Background: an optimization exercise with open tools, aiming at small area, a short achievable clock period and few clock cycles per item. Do not read the settings as production practice.
Function was checked by simulation only, so behaviour that the tests miss may differ from the original.
No activity file was given, so power comes from the tool's default toggle rates.

==> job 1574 <==
==> flow/design.v (excerpt) <==
module doc4_top (
    input  wire         clk,
    input  wire         rst,
    input  wire         in_valid,
    output wire         in_ready,
    input  wire [3:0]   op,
    input  wire [127:0] va,
    input  wire [7:0]   pa,
    input  wire [7:0]   ba,
    input  wire [7:0]   bb,
    output reg          out_valid,
    output reg  [127:0] vz,
    output reg  [7:0]   pz,
    output reg  [7:0]   bz,
    output reg  [7:0]   cz,
    output reg  [7:0]   st
);
    assign in_ready = 1'b1;
    reg         r_valid;
    reg [3:0]   r_op;
    reg         r_sum;       
    reg [127:0] r_va;
    reg [7:0]   r_pa;
    reg [4:0]   r_code;
    reg [2:0]   r_k;
    always @(posedge clk) begin
        if (rst) r_valid <= 1'b0;
        else     r_valid <= in_valid;
        r_op <= op;
        r_sum <= (op == 4'h8) | (op == 4'hC);
        r_va <= va;
        r_pa <= pa;
        r_code <= ba[4:0];
        r_k <= (op == 4'hC || op == 4'hA) ? ba[7:5] : bb[2:0];
    end
    wire [127:0] s1_x;
    wire [7:0]   s1_perm;
    wire [6:0]   s1_tk;
    wire [3:0]   s1_mode;
    wire [15:0]  s1_sa;
    wire [11:0]  s1_sb;
    wire         s1_err, s1_wrap;
    doc4_stage1 u_s1 (
        .op(r_op), .is_sum(r_sum), .va(r_va), .pa(r_pa), .code(r_code), .k(r_k),
        .x(s1_x), .perm(s1_perm), .tk(s1_tk), .mode(s1_mode), .sa(s1_sa), .sb(s1_sb), .err(s1_err), .wrap1(s1_wrap)
    );
    reg         m_valid;
    reg [3:0]   m_op;
    reg [127:0] m_x;
    reg [7:0]   m_perm;
    reg [4:0]   m_code;
    reg [6:0]   m_tk;
    reg [3:0]   m_mode;
    reg [15:0]  m_sa;
    reg [11:0]  m_sb;
    reg         m_err, m_wrap;
    always @(posedge clk) begin
        if (rst) m_valid <= 1'b0;
        else     m_valid <= r_valid;
        m_op   <= r_op;
        m_x    <= s1_x;
        m_perm <= s1_perm;
  ...
clock: 22.0 ns
lec_check: 0
cap_margin: 20
core_margin: 2
core_utilization: 50
cts_cluster_diameter: 120
cts_cluster_size: 24
slew_margin: 20
standard.sh (not shown) runs the stock make flow with config.mk's settings and CLKGATE_MAP_FILE= SYNTH_SCRIPT=/design/flow/synth_recipe.tcl, a recipe that flattens the netlist after the stock synthesis.
==> flow/flow/run.sh <==
#!/bin/bash
# Standard layout with two changes to how it is made:
#  - ORFS's timing repair aims at a 5.6 ns period (setup margin 16.4 ns on
#    the 22 ns clock) rather than at the clock period;
#  - ports are buffered with sky130_fd_sc_hd__buf_1 (timing repair sizes
#    them up where needed) instead of the delay cell buffer_ports picks.
set -euo pipefail
bash standard.sh SETUP_SLACK_MARGIN=16.4 \
    "BUFFER_PORTS_ARGS=-buffer_cell sky130_fd_sc_hd__buf_1" finish > standard.log 2>&1
==> inputs of job 498, as changes to job 1574 <==
--- a/flow/design.v
+++ b/flow/design.v
@@ -56,19 +56,18 @@
     end
 endmodule
 module doc4_sort_order (
     input  wire [127:0] t,
     output reg  [7:0]   o
 );
-    wire g01, g02, g03, g12, g13, g23;
-    doc4_gt u_g01 (.a(t[31:0]),  .b(t[63:32]),  .gt(g01));
-    doc4_gt u_g02 (.a(t[31:0]),  .b(t[95:64]),  .gt(g02));
-    doc4_gt u_g03 (.a(t[31:0]),  .b(t[127:96]), .gt(g03));
-    doc4_gt u_g12 (.a(t[63:32]), .b(t[95:64]),  .gt(g12));
-    doc4_gt u_g13 (.a(t[63:32]), .b(t[127:96]), .gt(g13));
-    doc4_gt u_g23 (.a(t[95:64]), .b(t[127:96]), .gt(g23));
+    wire g01 = t[31:0]  > t[63:32];
+    wire g02 = t[31:0]  > t[95:64];
+    wire g03 = t[31:0]  > t[127:96];
+    wire g12 = t[63:32] > t[95:64];
+    wire g13 = t[63:32] > t[127:96];
+    wire g23 = t[95:64] > t[127:96];
     wire [1:0] r1 = {1'b0, ~g01} + {1'b0, g12} + {1'b0, g13};
     wire [1:0] r2 = {1'b0, ~g02} + {1'b0, ~g12} + {1'b0, g23};
     wire [1:0] r3 = {1'b0, ~g03} + {1'b0, ~g13} + {1'b0, ~g23};
     integer r;
     always @* begin
         o = 8'd0;
@@ -115,53 +114,41 @@
             P = Pn;
         end
     end
     assign s    = p0 ^ {G[W-2:0], cin};
     assign cout = G[W-1];
 endmodule
-module doc4_gt (
-    input  wire [31:0] a,
-    input  wire [31:0] b,
-    output reg         gt
-);
-    integer i;
-    always @* begin
-        gt = 1'b0;
-        for (i = 0; i < 32; i = i + 1)
-            gt = (a[i] & ~b[i]) | (~(a[i] ^ b[i]) & gt);
-    end
-endmodule
 `timescale 1ns/1ps
 module doc4_stage1 (
     input  wire [3:0]   op,
-    input  wire         is_sum,    
     input  wire [127:0] va,
     input  wire [7:0]   pa,
     input  wire [4:0]   code,
-    input  wire [2:0]   k,         
+    input  wire [2:0]   ka,        
+    input  wire [2:0]   kb,        
     output wire [127:0] x,
     output reg  [7:0]   perm,
     output wire [6:0]   tk,
     output wire [3:0]   mode,      
-    output reg  [15:0]  sa,        
-    output reg  [11:0]  sb,        
     output wire         err,       
     output wire         wrap1      
 );
     localparam [3:0] OP_THR = 4'h0, OP_CLS = 4'h1, OP_SORT = 4'h2, OP_PAPPLY = 4'h3,
                      OP_PENC = 4'h4, OP_PDEC = 4'h5, OP_PINV = 4'h6, OP_DFWD = 4'h7,
                      OP_DINV = 4'h8, OP_HUNPK = 4'hA, OP_ENC = 4'hB, OP_DEC = 4'hC;
+    wire is_sum = (op == OP_DINV) | (op == OP_DEC);
     assign mode = {(op == OP_SORT) | (op == OP_PAPPLY) | (op == OP_DFWD) | (op == OP_ENC),
                    op == OP_THR, is_sum, (op == OP_DFWD) | (op == OP_ENC)};
     wire pa_ok;
     doc4_is_perm u_isperm (.p(pa), .ok(pa_ok));
     wire [7:0] pdec, pinv;
     wire       code_ok;
     doc4_perm_codec u_codec (.code(code), .p(pdec), .q(pinv), .valid(code_ok));
     wire [7:0] sorder;
     doc4_sort_order u_sort (.t(va), .o(sorder));
+    wire [2:0] k = ((op == OP_DEC) | (op == OP_HUNPK)) ? ka : kb;
     wire [6:0] tkk;
     genvar n;
     generate
         for (n = 0; n < 7; n = n + 1) begin : g_tkk
             assign tkk[n] = (k > n);
         end
@@ -173,60 +160,45 @@
     doc4_class_therm u_ge3 (.n(va[127:96]), .ge(ge3));
     assign tk = (op == OP_ENC) ? (ge0 & ge1 & ge2 & ge3) :
                 ((op == OP_CLS) | (op == OP_DFWD)) ? ge0 : tkk;
     wire [31:0] thr;
     generate
         for (n = 0; n < 32; n = n + 1) begin : g_thr
-            if (n < 28) assign thr[n] = tkk[n / 4] & is_sum;
+            if (n < 28) assign thr[n] = tkk[n / 4];
             else        assign thr[n] = 1'b0;
         end
     endgenerate
-    wire [31:0] m0 = va[31:0]  & {32{is_sum}};
-    wire [31:0] m2 = va[95:64] & {32{is_sum}};
     wire [33:0] a_s, a_c;
-    doc4_csa u_csa (.a({2'd0, m0}), .b({2'd0, va[63:32]}), .c({2'd0, thr}),
+    doc4_csa u_csa (.a({2'd0, va[31:0]}), .b({2'd0, va[63:32]}), .c({2'd0, thr}),
                     .s(a_s), .cy(a_c));
     wire [33:0] h;
     wire        h_co;
     doc4_add #(.W(34)) u_add_h (.a(a_s), .b(a_c), .cin(1'b0), .s(h), .cout(h_co));
     wire [31:0] g;
     wire        g_co;
-    doc4_add #(.W(32)) u_add_g (.a(m2), .b(va[127:96]), .cin(1'b0), .s(g), .cout(g_co));
+    doc4_add #(.W(32)) u_add_g (.a(va[95:64]), .b(va[127:96]), .cin(1'b0), .s(g), .cout(g_co));
     assign wrap1 = h[33] | h[32] | g_co;
-    assign x = {g, va[95:64], h[31:0], va[31:0]};
+    assign x = {is_sum ? g : va[127:96], va[95:64], is_sum ? h[31:0] : va[63:32], va[31:0]};
     always @* begin
         case (op)
             OP_SORT, OP_ENC:           perm = sorder;
             OP_PAPPLY, OP_PENC:        perm = pa;
             OP_PINV, OP_DEC:           perm = pinv;
             OP_PDEC:                   perm = pdec;
             default:                   perm = 8'hE4;
         endcase
     end
     assign err = ((op == OP_PAPPLY) | (op == OP_PENC)) ? ~pa_ok : ~code_ok;
-    integer i, j;
-    always @* begin
-        for (i = 0; i < 4; i = i + 1) begin
-            for (j = 0; j < 4; j = j + 1)
-                sa[4*i+j] = (mode[3] && perm[2*i +: 2] == j) ||
-                            (is_sum && (j == 0 ? perm[2*i +: 2] == 0 : j == 1 && perm[2*i +: 2] != 0));
-            sb[3*i+0] = (is_sum && perm[2*i +: 2] == 0) || (mode[2] && i == 0);
-            sb[3*i+1] = is_sum && perm[2*i +: 2] == 2;
-            sb[3*i+2] = is_sum && perm[2*i +: 2] == 3;
-        end
-    end
 endmodule
 module doc4_stage2 (
     input  wire [3:0]   op,
     input  wire [127:0] x,
     input  wire [7:0]   perm,
     input  wire [4:0]   code,
     input  wire [6:0]   tk,
     input  wire [3:0]   mode,
-    input  wire [15:0]  sa,
-    input  wire [11:0]  sb,
     input  wire         err,
     input  wire         wrap1,
     output wire [127:0] vz,
     output reg  [7:0]   pz,
     output reg  [7:0]   bz,
     output reg  [7:0]   cz,
@@ -234,47 +206,62 @@
 );
     localparam [3:0] OP_THR = 4'h0, OP_CLS = 4'h1, OP_SORT = 4'h2, OP_PAPPLY = 4'h3,
                      OP_PENC = 4'h4, OP_PDEC = 4'h5, OP_PINV = 4'h6, OP_DFWD = 4'h7,
                      OP_DINV = 4'h8, OP_HPACK = 4'h9, OP_HUNPK = 4'hA, OP_ENC = 4'hB,
                      OP_DEC = 4'hC;
     wire sub    = mode[0];
+    wire is_sum = mode[1];
+    wire is_thr = mode[2];
+    wire en_all = mode[3];
     wire [2:0] k = {tk[3], tk[5] | (tk[1] & ~tk[3]),
                     tk[6] | (tk[4] & ~tk[5]) | (tk[2] & ~tk[3]) | (tk[0] & ~tk[1])};
     wire [31:0] thr;
     genvar n;
     generate
         for (n = 0; n < 32; n = n + 1) begin : g_thr
             if (n < 28) assign thr[n] = tk[n / 4];
             else        assign thr[n] = 1'b0;
         end
     endgenerate
+    reg [3:0] sa [0:3];    
+    reg [3:0] sb [0:3];    
     integer i, j;
+    always @* begin
+        for (i = 0; i < 4; i = i + 1) begin
+            for (j = 0; j < 4; j = j + 1) begin
+                sa[i][j] = (en_all && perm[2*i +: 2] == j) ||
+                           (is_sum && (j == 0 ? perm[2*i +: 2] == 0 : j == 1 && perm[2*i +: 2] != 0));
+                sb[i][j] = (is_sum && perm[2*i +: 2] == j && j != 1) ||
+                           (is_thr && i == 0 && j == 0);
+            end
+        end
+    end
     reg [127:0] a, b;
     always @* begin
         a = 128'd0;
         b = 128'd0;
         for (i = 0; i < 4; i = i + 1) begin
             for (j = 0; j < 4; j = j + 1)
-                if (sa[4*i+j]) a[32*i +: 32] = a[32*i +: 32] | x[32*j +: 32];
-            if (sb[3*i+0]) b[32*i +: 32] = b[32*i +: 32] | thr;
-            if (sb[3*i+1]) b[32*i +: 32] = b[32*i +: 32] | x[95:64];
-            if (sb[3*i+2]) b[32*i +: 32] = b[32*i +: 32] | x[127:96];
+                if (sa[i][j]) a[32*i +: 32] = a[32*i +: 32] | x[32*j +: 32];
+            if (sb[i][0]) b[32*i +: 32] = b[32*i +: 32] | thr;
+            if (sb[i][2]) b[32*i +: 32] = b[32*i +: 32] | x[95:64];
+            if (sb[i][3]) b[32*i +: 32] = b[32*i +: 32] | x[127:96];
             if (sub) b[32*i +: 32] = b[32*i +: 32] | ((i == 0) ? ~thr : ~a[32*(i-1) +: 32]);
         end
     end
     wire [3:0] co;
     genvar l;
     generate
         for (l = 0; l < 4; l = l + 1) begin : g_lane
             doc4_add #(.W(32)) u_add (.a(a[32*l +: 32]), .b(b[32*l +: 32]), .cin(sub),
                                       .s(vz[32*l +: 32]), .cout(co[l]));
         end
     endgenerate
     wire dwrap = ~co[1] | ~co[2] | ~co[3];
-    wire swrap = wrap1 | (co[0] & sb[2]) | (co[1] & sb[5]) |
-                         (co[2] & sb[8]) | (co[3] & sb[11]);
+    wire swrap = wrap1 | (co[0] & sb[0][3]) | (co[1] & sb[1][3]) |
+                         (co[2] & sb[2][3]) | (co[3] & sb[3][3]);
     wire e32 = (a[127:96] == a[95:64]);
     wire e21 = (a[95:64] == a[63:32]);
     reg [7:0] sperm;
     always @* begin
         if (!e32)      sperm = perm;
         else if (!e21) sperm = {perm[5:4], perm[7:6], perm[3:0]};
@@ -326,66 +313,57 @@
     output reg  [7:0]   cz,
     output reg  [7:0]   st
 );
     assign in_ready = 1'b1;
     reg         r_valid;
     reg [3:0]   r_op;
-    reg         r_sum;       
     reg [127:0] r_va;
-    reg [7:0]   r_pa;
-    reg [4:0]   r_code;
-    reg [2:0]   r_k;
+    reg [7:0]   r_pa, r_ba;
+    reg [2:0]   r_bb;
     always @(posedge clk) begin
         if (rst) r_valid <= 1'b0;
         else     r_valid <= in_valid;
         r_op <= op;
-        r_sum <= (op == 4'h8) | (op == 4'hC);
         r_va <= va;
         r_pa <= pa;
-        r_code <= ba[4:0];
-        r_k <= (op == 4'hC || op == 4'hA) ? ba[7:5] : bb[2:0];
+        r_ba <= ba;
+        r_bb <= bb[2:0];
     end
     wire [127:0] s1_x;
     wire [7:0]   s1_perm;
     wire [6:0]   s1_tk;
     wire [3:0]   s1_mode;
-    wire [15:0]  s1_sa;
-    wire [11:0]  s1_sb;
     wire         s1_err, s1_wrap;
     doc4_stage1 u_s1 (
-        .op(r_op), .is_sum(r_sum), .va(r_va), .pa(r_pa), .code(r_code), .k(r_k),
-        .x(s1_x), .perm(s1_perm), .tk(s1_tk), .mode(s1_mode), .sa(s1_sa), .sb(s1_sb), .err(s1_err), .wrap1(s1_wrap)
+        .op(r_op), .va(r_va), .pa(r_pa), .code(r_ba[4:0]), .ka(r_ba[7:5]), .kb(r_bb),
+        .x(s1_x), .perm(s1_perm), .tk(s1_tk), .mode(s1_mode), .err(s1_err), .wrap1(s1_wrap)
     );
     reg         m_valid;
     reg [3:0]   m_op;
     reg [127:0] m_x;
     reg [7:0]   m_perm;
     reg [4:0]   m_code;
     reg [6:0]   m_tk;
     reg [3:0]   m_mode;
-    reg [15:0]  m_sa;
-    reg [11:0]  m_sb;
     reg         m_err, m_wrap;
     always @(posedge clk) begin
         if (rst) m_valid <= 1'b0;
         else     m_valid <= r_valid;
         m_op   <= r_op;
         m_x    <= s1_x;
         m_perm <= s1_perm;
-        m_code <= r_code;
+        m_code <= r_ba[4:0];
         m_tk   <= s1_tk;
         m_mode <= s1_mode;
-        m_sa   <= s1_sa;
-        m_sb   <= s1_sb;
         m_err  <= s1_err;
         m_wrap <= s1_wrap;
     end
     wire [127:0] f_vz;
     wire [7:0]   f_pz, f_bz, f_cz, f_st;
     doc4_stage2 u_s2 (
-        .op(m_op), .x(m_x), .perm(m_perm), .code(m_code), .tk(m_tk), .mode(m_mode), .sa(m_sa), .sb(m_sb),
+        .op(m_op), .x(m_x), .perm(m_perm), .code(m_code), .tk(m_tk), .mode(m_mode),
         .err(m_err), .wrap1(m_wrap),
         .vz(f_vz), .pz(f_pz), .bz(f_bz), .cz(f_cz), .st(f_st)
     );
     always @(posedge clk) begin
         if (rst) out_valid <= 1'b0;
         else     out_valid <= m_valid;
==> flow/flow/run.sh (replaced) <==
#!/bin/bash
# Standard layout with two changes to how it is made:
#  - ORFS's timing repair aims at a 5.4 ns period (setup margin 16.6 ns on
#    the 22 ns clock) rather than at the clock period;
#  - ports are buffered with sky130_fd_sc_hd__buf_1 (timing repair sizes
#    them up where needed) instead of the delay cell buffer_ports picks.
set -euo pipefail
bash standard.sh SETUP_SLACK_MARGIN=16.6 \
    "BUFFER_PORTS_ARGS=-buffer_cell sky130_fd_sc_hd__buf_1" finish > standard.log 2>&1
CORE_UTILIZATION = 40   (was 50)
CTS_CLUSTER_DIAMETER = 150   (was 120)
CTS_CLUSTER_SIZE = 30   (was 24)
==> summary of the runs <==
Cell count: job 498 is higher than job 1574 (19%).
Against job 498, the clock skew of job 1574 is lower by 0.017 ns.
Of job 1574 and job 498, job 498 has the higher area after synthesis (gap about 10%, measured against job 498).
Against job 498, the worst setup slack of job 1574 is lower by 0.043 ns.
Of job 1574 and job 498, job 1574 has the higher sequential share of layout area (gap 4.5 points).
Between job 1574 and job 498, the lower flip-flop and latch count is in job 498 (gap 23).
Combinational power: job 498 is larger than job 1574 (about 40%).
Critical path depth is the same in job 498 and job 1574.
Against job 498, the core utilization of job 1574 is higher by 9.8 points.
Between job 498 and job 1574, the lower first-iteration DRC count is in job 1574 (gap about 17%, measured against job 1574).
Against job 1574, the non-clock buffer count of job 498 is higher by 24.
==> figures <==
| metric | job 498 | job 1574 |
|---|---|---|
| Status | complete, no violations | complete, no violations |
| Slew of the pin with the lowest slew margin | 1.42 ns | 1.12 ns |
| M3 GR Usage | 0.0639 | 0.0571 |
| Met2 wire length | 54300 um | 45200 um |
| Per-instance average area after synthesis | 8.70 um2 | 9.05 um2 |
| Fraction of standard cell area that is sequential | 0.251 | 0.296 |
| Cell leakage power | 16.6 nW | 14.9 nW |
| Grt met1 use | 0.431 | 0.497 |
| Total area of multi-input combinational cells | 0.0229 mm2 | 0.0194 mm2 |
| Number of register bits inferred by synthesis | 463 | 486 |
| Growth of design area from synthesis to finish | 10.4% | 7.52% |
| Setup repair bufs after CTS | 5 | 0 |
| Initial antenna violation count | 0 | 2 |
| Cell area after placement | 0.0358 mm2 | 0.0322 mm2 |
| Source of the worst register-to-register timing path | m_perm[7] | m_sa[4] |
| HPWL after detailed placement | 105000 um | 87900 um |
| Count of inserted tapcells | 1134 | 782 |
| HP Start | r_va[81] | m_valid |
| Total GRT Usage | 0.299 | 0.337 |
| Final routed wirelength across all metal layers | 135000 um | 110000 um |
| Data arrival, critical path | 1.08 ns | 1.12 ns |
| Adder-cell share of the synthesized area | 0.181 | 0.197 |
| Worst IR Drop VDD | 0.0000786 V | 0.0000768 V |
Testbench counts of job 1574, summed over its fixed seeds: cycles 24,016, items 24,000.
Testbench counts of job 498, summed over its fixed seeds: cycles 24,016, items 24,000.

[re-timing with driven ports]
Ports are ideal in the flow. The routed layouts listed here were re-timed in OpenROAD. Step 1 (the two cells are an assumption about what drives the block):
set clk [get_ports {clk}]
set_driving_cell -lib_cell sky130_fd_sc_hd__clkbuf_16 $clk
set_driving_cell -lib_cell sky130_fd_sc_hd__buf_2 [delete_from_list [all_inputs] $clk]
Step 2, shift: input delay + t, output delay - t, t = (earliest + latest rising clock arrival at the registers) / 2. This alone moves slack from input paths to output paths. Slacks: ideal ports / drivers / drivers and shift; pairs: ideal ports / drivers.
run | t, ns | slack for setup (ns) | worst setup path at the end | latest minus earliest clock arrival (ns) | worst register clock-pin slew, ns
job 1574 | 0.657 | 16.478 / 16.415 / 16.417 | input to register | 0.019 / 0.020 | 0.10 / 0.10
job 498 | 0.673 | 16.521 / 16.453 / 16.654 | register to register | 0.042 / 0.043 | 0.11 / 0.11
After both steps every run listed still meets setup and hold. The setup slack of job 1574, which loses most, moves by -0.063 ns with the drivers and by -0.061 ns with both steps.
